This design comes from an exercise in tuning for small area, a short achievable clock period and few clock cycles on the open sky130 flow, not from production work.
In this exercise RTL edits were held to simulation tests only and were not proved equivalent to the original.
No activity file was given, so power comes from the tool's default toggle rates.

==> flow/design.v (outline; a module is shown in full before it is edited, if it fits) <==
// module kc_div: 18 lines
// module kc_core: 988 lines
module kc_core (
    input  wire        clk,
    input  wire        rst,
    input  wire        in_valid,
    output wire        in_ready,
    input  wire [1:0]  in_op,
    input  wire        in_wheel,
    input  wire [31:0] in_data,
    output wire [15:0] kp,
    output wire [15:0] ki,
    output wire [15:0] kd,
    output wire [23:0] setpoint_l,
    output wire [23:0] setpoint_r,
    output wire [31:0] speed_inst_l,
    output wire [31:0] speed_inst_r,
    output wire [31:0] speed_avg_l,
    output wire [31:0] speed_avg_r,
    output wire [31:0] integ_l,
    output wire [31:0] integ_r,
    output wire [31:0] prev_err_l,
    output wire [31:0] prev_err_r,
    output wire [15:0] duty_l,
    output wire [15:0] duty_r
);
  // ...
==> flow/flow/run.sh <==
#!/bin/bash
set -euo pipefail
bash standard.sh SETUP_SLACK_MARGIN=7.5 "BUFFER_PORTS_ARGS=-buffer_cell sky130_fd_sc_hd__buf_1" finish > make_finish.log 2>&1
==> flow/standard.sh <==
#!/bin/bash
# synth_recipe.tcl (not shown) runs the flow's synth.tcl, then flattens the netlist and writes it again
# the make line also repeats each setting of config.mk as NAME=value (left out here)
make -C /OpenROAD-flow-scripts/flow DESIGN_CONFIG=/design/flow/config.mk WORK_HOME=/design/flow/orfs CLKGATE_MAP_FILE= SYNTH_SCRIPT=/design/flow/synth_recipe.tcl "${@:-finish}"
==> flow/config.mk <==
export PLATFORM = sky130hd
export DESIGN_NAME = kc_core
export DESIGN_NICKNAME = kc_core
export VERILOG_FILES = /design/flow/design.v
export SDC_FILE = /design/flow/constraint.sdc
export NUM_CORES = 4
export LEC_CHECK = 0
export CAP_MARGIN = 20
export CORE_MARGIN = 2
export CORE_UTILIZATION = 65
export CTS_CLUSTER_DIAMETER = 60
export CTS_CLUSTER_SIZE = 30
export PLACE_DENSITY = 0.85
export SETUP_SLACK_MARGIN = 5
export SLEW_MARGIN = 20
==> flow/constraint.sdc <==
create_clock -name core_clock -period 12.0 [get_ports {clk}]
set_input_delay 2.4000 -clock core_clock [delete_from_list [all_inputs] [get_ports {clk}]]
set_output_delay 2.4000 -clock core_clock [all_outputs]
set_load 0.01 [all_outputs]
==> results.json, run 1 <==
{
  "hold_viol": 0,
  "grt_pass1_vias": 53200,
  "p_sw_mw": 3.98,
  "ys_seq_elements": 679,
  "ctsRootBufferMaster": "clkbuf_16",
  "fin_ws_ns": 7.00,
  "p_comb_share_pct": 44.6,
  "fmax_mhz": 200,
  "synthFlopType": "dfxtp_1",
  "outcome": "complete, no violations",
  "critPathCaptureType": "flip-flop",
  "worst_slew_pin_slew_ns": 1.27,
  "grt_max_degree": 108,
  "startpoint": "avg0[13]",
  "drive_gt1_share_pct": 15.1,
  "buffer_area_share_pct": 6.13,
  "largest_registers": "i_q: 32 flops, integ0: 32 flops, integ1: 32 flops",
  "n_fill_cell": 5924,
  "crit_path_max_incr_delay_ns": 0.54,
  "core_um2": 89700,
  "path_cells": "ha_1 -> and3_1 -> and2_1 -> a32oi_2 -> a41oi_2 -> xnor2_2 -> buf_4 -> ha_4 -> a222oi_1 -> buf_4 -> or3_1 -> o2111ai_2 -> a22oi_2 -> ha_2 -> ha_1 -> xor2_1 -> nor2_1 -> a21oi_1",
  "post_cts_resized": 309,
  "cts_buffers": 72,
  "postPlaceCellArea_um2": 61000,
  "synth.distinct_cells": 101,
  "syn_area_um2": 58700,
  "hold_start": "duty1[7]",
  "worstSetupStartpointType": "flip-flop",
  "use_met2_pct": 63.3
}
Testbench counts, summed over its fixed seeds: cycles 31,593.
==> run 2, diff against run 1 <==
--- a/flow/design.v
+++ b/flow/design.v
@@ -128,31 +128,34 @@
             t = {r, 2'b00} + {3'd0, x};
             if (t >= 6'd40)      dstep = {3'd4, t[3:0] - 4'd8};
             else if (t >= 6'd30) dstep = {3'd3, t[3:0] - 4'd14};
             else if (t >= 6'd20) dstep = {3'd2, t[3:0] - 4'd4};
             else if (t >= 6'd10) dstep = {3'd1, t[3:0] - 4'd10};
             else                 dstep = {3'd0, t[3:0]};
         end
     endfunction
-    function [13:0] skip;
-        input [13:0] st;
-        input [1:0]  a9b;
-        reg   [6:0]  ds_;
-        begin
-            ds_  = dstep(st[3:0], {1'b0, a9b});
-            skip = {st[11:4], 2'b00, ds_[3:0]} + {7'd0, ds_[6:4], 4'd0};
-        end
-    endfunction
+    wire [5:0]  x08 = avg9_0[23:18];
+    wire [7:0]  x07 = avg9_0[23:16];
+    wire [5:0]  x18 = avg9_1[23:18];
+    wire [7:0]  x17 = avg9_1[23:16];
+    wire [5:0]  q08 = x08 / 6'd10;
+    wire [5:0]  r08 = x08 % 6'd10;
+    wire [7:0]  q07 = x07 / 8'd10;
+    wire [7:0]  r07 = x07 % 8'd10;
+    wire [5:0]  q18 = x18 / 6'd10;
+    wire [5:0]  r18 = x18 % 6'd10;
+    wire [7:0]  q17 = x17 / 8'd10;
+    wire [7:0]  r17 = x17 % 8'd10;
     wire [13:0] s09 = {10'd0, avg9_0[23:20]};
-    wire [13:0] s08 = skip(s09, avg9_0[19:18]);
-    wire [13:0] s07 = skip(s08, avg9_0[17:16]);
+    wire [13:0] s08 = {4'd0, q08, r08[3:0]};
+    wire [13:0] s07 = {2'd0, q07, r07[3:0]};
     wire [13:0] s19 = {10'd0, avg9_1[23:20]};
-    wire [13:0] s18 = skip(s19, avg9_1[19:18]);
-    wire [13:0] s17 = skip(s18, avg9_1[17:16]);
+    wire [13:0] s18 = {4'd0, q18, r18[3:0]};
+    wire [13:0] s17 = {2'd0, q17, r17[3:0]};
     wire [13:0] sw9 = in_wheel ? s19 : s09;
     wire [13:0] sw8 = in_wheel ? s18 : s08;
     wire [13:0] sw7 = in_wheel ? s17 : s07;
     wire [23:0] a9i  = in_wheel ? avg9_1 : avg9_0;
     wire [3:0]  rho_e = !first_q ? rho_q : (cnt == 4'd9) ? sk9_q :
                         (cnt == 4'd8) ? sk8_q[3:0] : sk7_q[3:0];
     wire [1:0]  a9_e  = !first_q ? a9_q : (cnt == 4'd9) ? a9s_q[5:4] :
                         (cnt == 4'd8) ? a9s_q[3:2] : a9s_q[1:0];
@@ -917,17 +920,17 @@
                 S_KI: begin
                     cnt    <= cnt_n;
                     rho1_q <= k1b[3:0];
                     rho2_q <= k2b[3:0];
                     ki_q   <= ki_nx;
                     kd_q   <= kd_nx;
                     if (cnt == 4'd3) begin
                         dt_q  <= {16'd0, ki_nx};
-                        d3_q  <= (ki_nx == 13'd0) ? 31'd0 : 31'h7fffffff;
+                        d3_q  <= (kp_q < 16'd10) ? 31'd0 : 31'h7fffffff;
                         rem_q <= nl_r0[28:0];
                         nb_q  <= nl_b0[1:0];
                         cnt   <= lp_n;
                         first_q <= 1'b1;
                         state <= S_LIM;
                     end
                 end
                 S_LIM: begin
==> run 2 against run 1 <==
Flip-flop and latch count unchanged. Fmax increased by 8.0%. Hold slack about the same. Non-clock buffer count decreased by 47. Combinational power increased by 2%. Clock-buffer cell count unchanged. Wire length decreased by 4.4%. Cell count decreased by 1.3%. Global-route usage decreased by 0.076 points. Cell area decreased by 3.5%. Critical path type unchanged. Critical endpoint is now rho2_q[2]. Highest routed layer unchanged.
==> results.json, run 2 <==
{
  "drt_iter0_markers": 7299,
  "grt_pass1_vias": 51100,
  "synth_most_common_cell": "nand2_1",
  "rsz0062_at_grt": "yes",
  "ys_top_cells_by_count": "678 x nand2_1, 656 x inv_1, 593 x a21oi_1",
  "grt_pass1_wl_mm": 294,
  "totalPowerFinal_mw": 9.55,
  "peakVddDrop_mv": 0.136,
  "wl_per_cell_um": 24.1,
  "ys_seq_area_share_pct": 27.9,
  "clk_latency_ns": 0.69,
  "p_seq_share_pct": 29.2,
  "netlist_instances": 6705,
  "largest_registers": "i_q: 32 flops, integ0: 32 flops, integ1: 32 flops",
  "min_path_type": "reg2reg",
  "dpl.hpwl_mm": 141,
  "fp.dieW_um": 302,
  "final_common_cell": "nand2_1",
  "rrSetupSlack_ns": 7.37,
  "ctsRootBufferMaster": "clkbuf_16",
  "synth-edff-count": 253,
  "drt_wl_total_mm": 200,
  "grt.overflow.total": 0,
  "slew_viol_final": 0,
  "drcViolationCount": 0,
  "crit_path_max_incr_delay_ns": 0.36,
  "critPathKind": "reg2reg",
  "hold_start": "inst0[19]",
  "die_y_um": 302,
  "outcome": "complete, no violations",
  "core_um2": 88200,
  "hold_viol": 0,
  "r2r_end": "rho2_q[2]",
  "leakagePower_nw": 28.2,
  "synthFlopType": "dfxtp_1",
  "avgViaCountPerCell": 6.55,
  "r2r_start": "cnt[2]",
  "route.met3.wl_mm": 28.5,
  "wl_met2_mm": 86.0,
  "rr_worst_depth": 22,
  "worst_slew_pin_slew_ns": 1.19,
  "cp.required_ns": 12.39,
  "fin_nets": 7873,
  "drt-met1-wl_mm": 74.7,
  "arrival_ns": 5.03,
  "ios": 423,
  "yosys.area.top_type": "dfxtp_1",
  "p_sw_mw": 3.95,
  "ant_nets": 0,
  "yosysTopAreaCellShare_pct": 14.8,
  "p_comb_share_pct": 45.6,
  "swShare_pct": 41.4,
  "min_path_cells": 2,
  "final_util_pct": 75.0,
  "slew_headroom_pct": 20.8,
  "crit_fanout": 7,
  "layout_common_cells": "661 x nand2_1, 632 x inv_1, 550 x a21oi_1, 464 x ha_1, 422 x nor2_1",
  "drv_cap": 0,
  "rows": 109,
  "p_clk_share_pct": 25.2,
  "cts_tree": "yes",
  "syn_area_um2": 57800,
  "drive_gt1_share_pct": 12.5,
  "synth-async-reset-ratio_pct": 0,
  "startpoint": "cnt[2]",
  "critPathBufInv": 4,
  "dp_cells": 7957,
  "cpLargestDelayFamily": "compound AO/OA/AOI/OAI gates",
  "critPathCaptureType": "flip-flop",
  "power_density_nw_per_um2": 144,
  "grt_max_degree": 90,
  "min_period_ns": 4.63,
  "path_cells": "clkinvlp_4 -> ha_4 -> nor2_2 -> buf_6 -> buf_4 -> o211a_1 -> or2_4 -> nand2_8 -> inv_4 -> ha_2 -> nand2_1 -> a211oi_1 -> a21o_1 -> a21oi_4 -> a21oi_4 -> xnor2_4 -> ha_1 -> a21o_1 -> nor4_4 -> a211oi_2 -> a2111oi_4 -> nor2_1",
  "syn_avg_cell_area_um2": 8.62,
  "setup_viol": 0,
  "stdcell_count": 8297,
  "gp_congestion": 1.01,
  "netlist_top_cells_area": "dfxtp_1 15%, edfxtp_1 13%, ha_1 11%",
  "worstSetupStartpointType": "flip-flop",
  "ys_seq_elements": 679,
  "finalClockSkew_ns": 0.0655,
  "start_util_pct": 65.5,
  "fin_tns_setup_ns": 0,
  "cts_sinks": 679,
  "synth.distinct_cells": 108,
  "whs_ns": 0.458,
  "area_delta_synth_final_pct": 14.5,
  "fmax_mhz": 216,
  "n_fill_cell": 6173,
  "layout_worst_path_cycle_share_pct": 38.6,
  "cts_buffers": 69,
  "clk_pin_slew_ns": 0.07,
  "h-tree-depth": 3,
  "drtPass1Iterations": 10,
  "top_layer_used": "met5",
  "num_vias": 54300,
  "slowest_stage": "dfxtp_4",
  "grt_use_total_pct": 41.7,
  "worst_hold_path.endpoint": "inst0[19]",
  "clk_path_buf_depth": 3,
  "io_buffers": 361,
  "yosysWarnings": 1,
  "dieArea_um2": 91300,
  "p_int_mw": 5.60,
  "antenna_found_initial": 5
}
[run 2: layout make-up]
| type | count | area [um2] | share of cell area, % |
|---|---|---|---|
| timing repair buffer | 635 | 3990 | 6.03 |
| clock inverter | 47 | 654 | 0.989 |
| tap | 1165 | 1460 | 2.20 |
| inverter | 664 | 2570 | 3.88 |
| clock buffer | 79 | 1840 | 2.78 |
| antenna | 7 | 17.5 | 0.0265 |
| multi-input combinational | 5021 | 39500 | 59.6 |
| sequential | 679 | 16200 | 24.5 |
[run 2: repair_timing]
item                                   CTS  global route
pin swaps                               39           125
setup endpoints to repair              349           223
buffers inserted                        85           110
endpoints found under the hold margin    0             0
gates resized for setup                172           247
cloned                                   7             3
hold buffers                             0             0
[run 2: tightest hold or removal path, stage by stage (launching register included)]
cell and delay [ns]:
dfxtp_1 0.31, nand2_1 0.05, a21oi_1 0.05
[run 2: per-stage QoR]
stage	instance area [um2]	worst slack, ns
finish	66200	7.37
global route	66100	7.31
CTS	64100	7.40
detailed placement	60100	5.74
global placement	60100	5.86
floorplan	58600	7.08
[run 2: worst max-delay path by stage]
stage | endpoint | cells past startpoint | slack, ns
finish | rho2_q[2] | 22 | 7.37
global route | rho2_q[2] | 22 | 7.31
CTS | rho2_q[1] | 25 | 7.40
detailed placement | qap_q[5] | 22 | 5.74
global placement | qap_q[3] | 24 | 5.86
floorplan | sk8_q[3] | 17 | 7.08
[run 2: per-layer routing]
metal | vias up | GRT usage [%]
li1 | 24000 | -
met1 | 26100 | 54.2
met2 | 3488 | 62.0
met3 | 729 | 14.9
met4 | 6 | 19.5
met5 | - | 0
[run 2: logic make-up (layout without fill, tap and decap cells)]
logic type                 Yosys count  after routing  synth area share [%]
AOI/OAI and AO/OA                 1734           1736                  19.2
muxes                              230            230                  4.56
xor gates and xnor gates           391            391                  5.99
adders and majority gates          766            766                  20.1
buffers and inverters             1067           1425                  7.47
other                                1             68               0.00649
and+or+nand+nor                   1837           1837                  14.8
DFF                                679            679                  27.9
[run 2: power by group through the flow]
stage	Combinational, mW	Sequential, mW	Clock [mW]
after floorplan	2.75	2.72	0
after global routing	4.69	2.79	2.48
final	4.35	2.79	2.41
after detailed placement	3.60	2.83	0
after CTS	3.85	2.78	2.39
after global placement	3.49	2.83	0
Testbench counts of run 2, summed over its fixed seeds: cycles 31,593.

[afterwards: timing with drivers on the ports]
Ports are ideal in the flow. The routed layouts listed here were re-timed in OpenROAD.
Step 1 assumes that a clkbuf_16 drives the clock port and a buf_2 every other input.
Step 2, shift: input delay + t, output delay - t, t = (earliest + latest rising clock arrival at the registers) / 2. This alone moves slack from input paths to output paths.
a / b / c = no drivers / after step 1 / after step 2; a / b = the first two.
run	t (ns)	setup WS [ns]	hold slack, ns	worst setup path at the end	slew at the worst register clock pin (ns)
run 1	0.744	6.995 / 6.995 / 6.790	0.458 / 0.458 / 0.458	input to register	0.11 / 0.11
run 2	0.740	7.367 / 7.367 / 6.691	0.458 / 0.458 / 0.458	input to register	0.11 / 0.11
After both steps setup and hold are still met in every run listed. For run 2, which loses most, drivers alone change the setup slack by 0.000 ns; drivers and shift together by -0.676 ns.
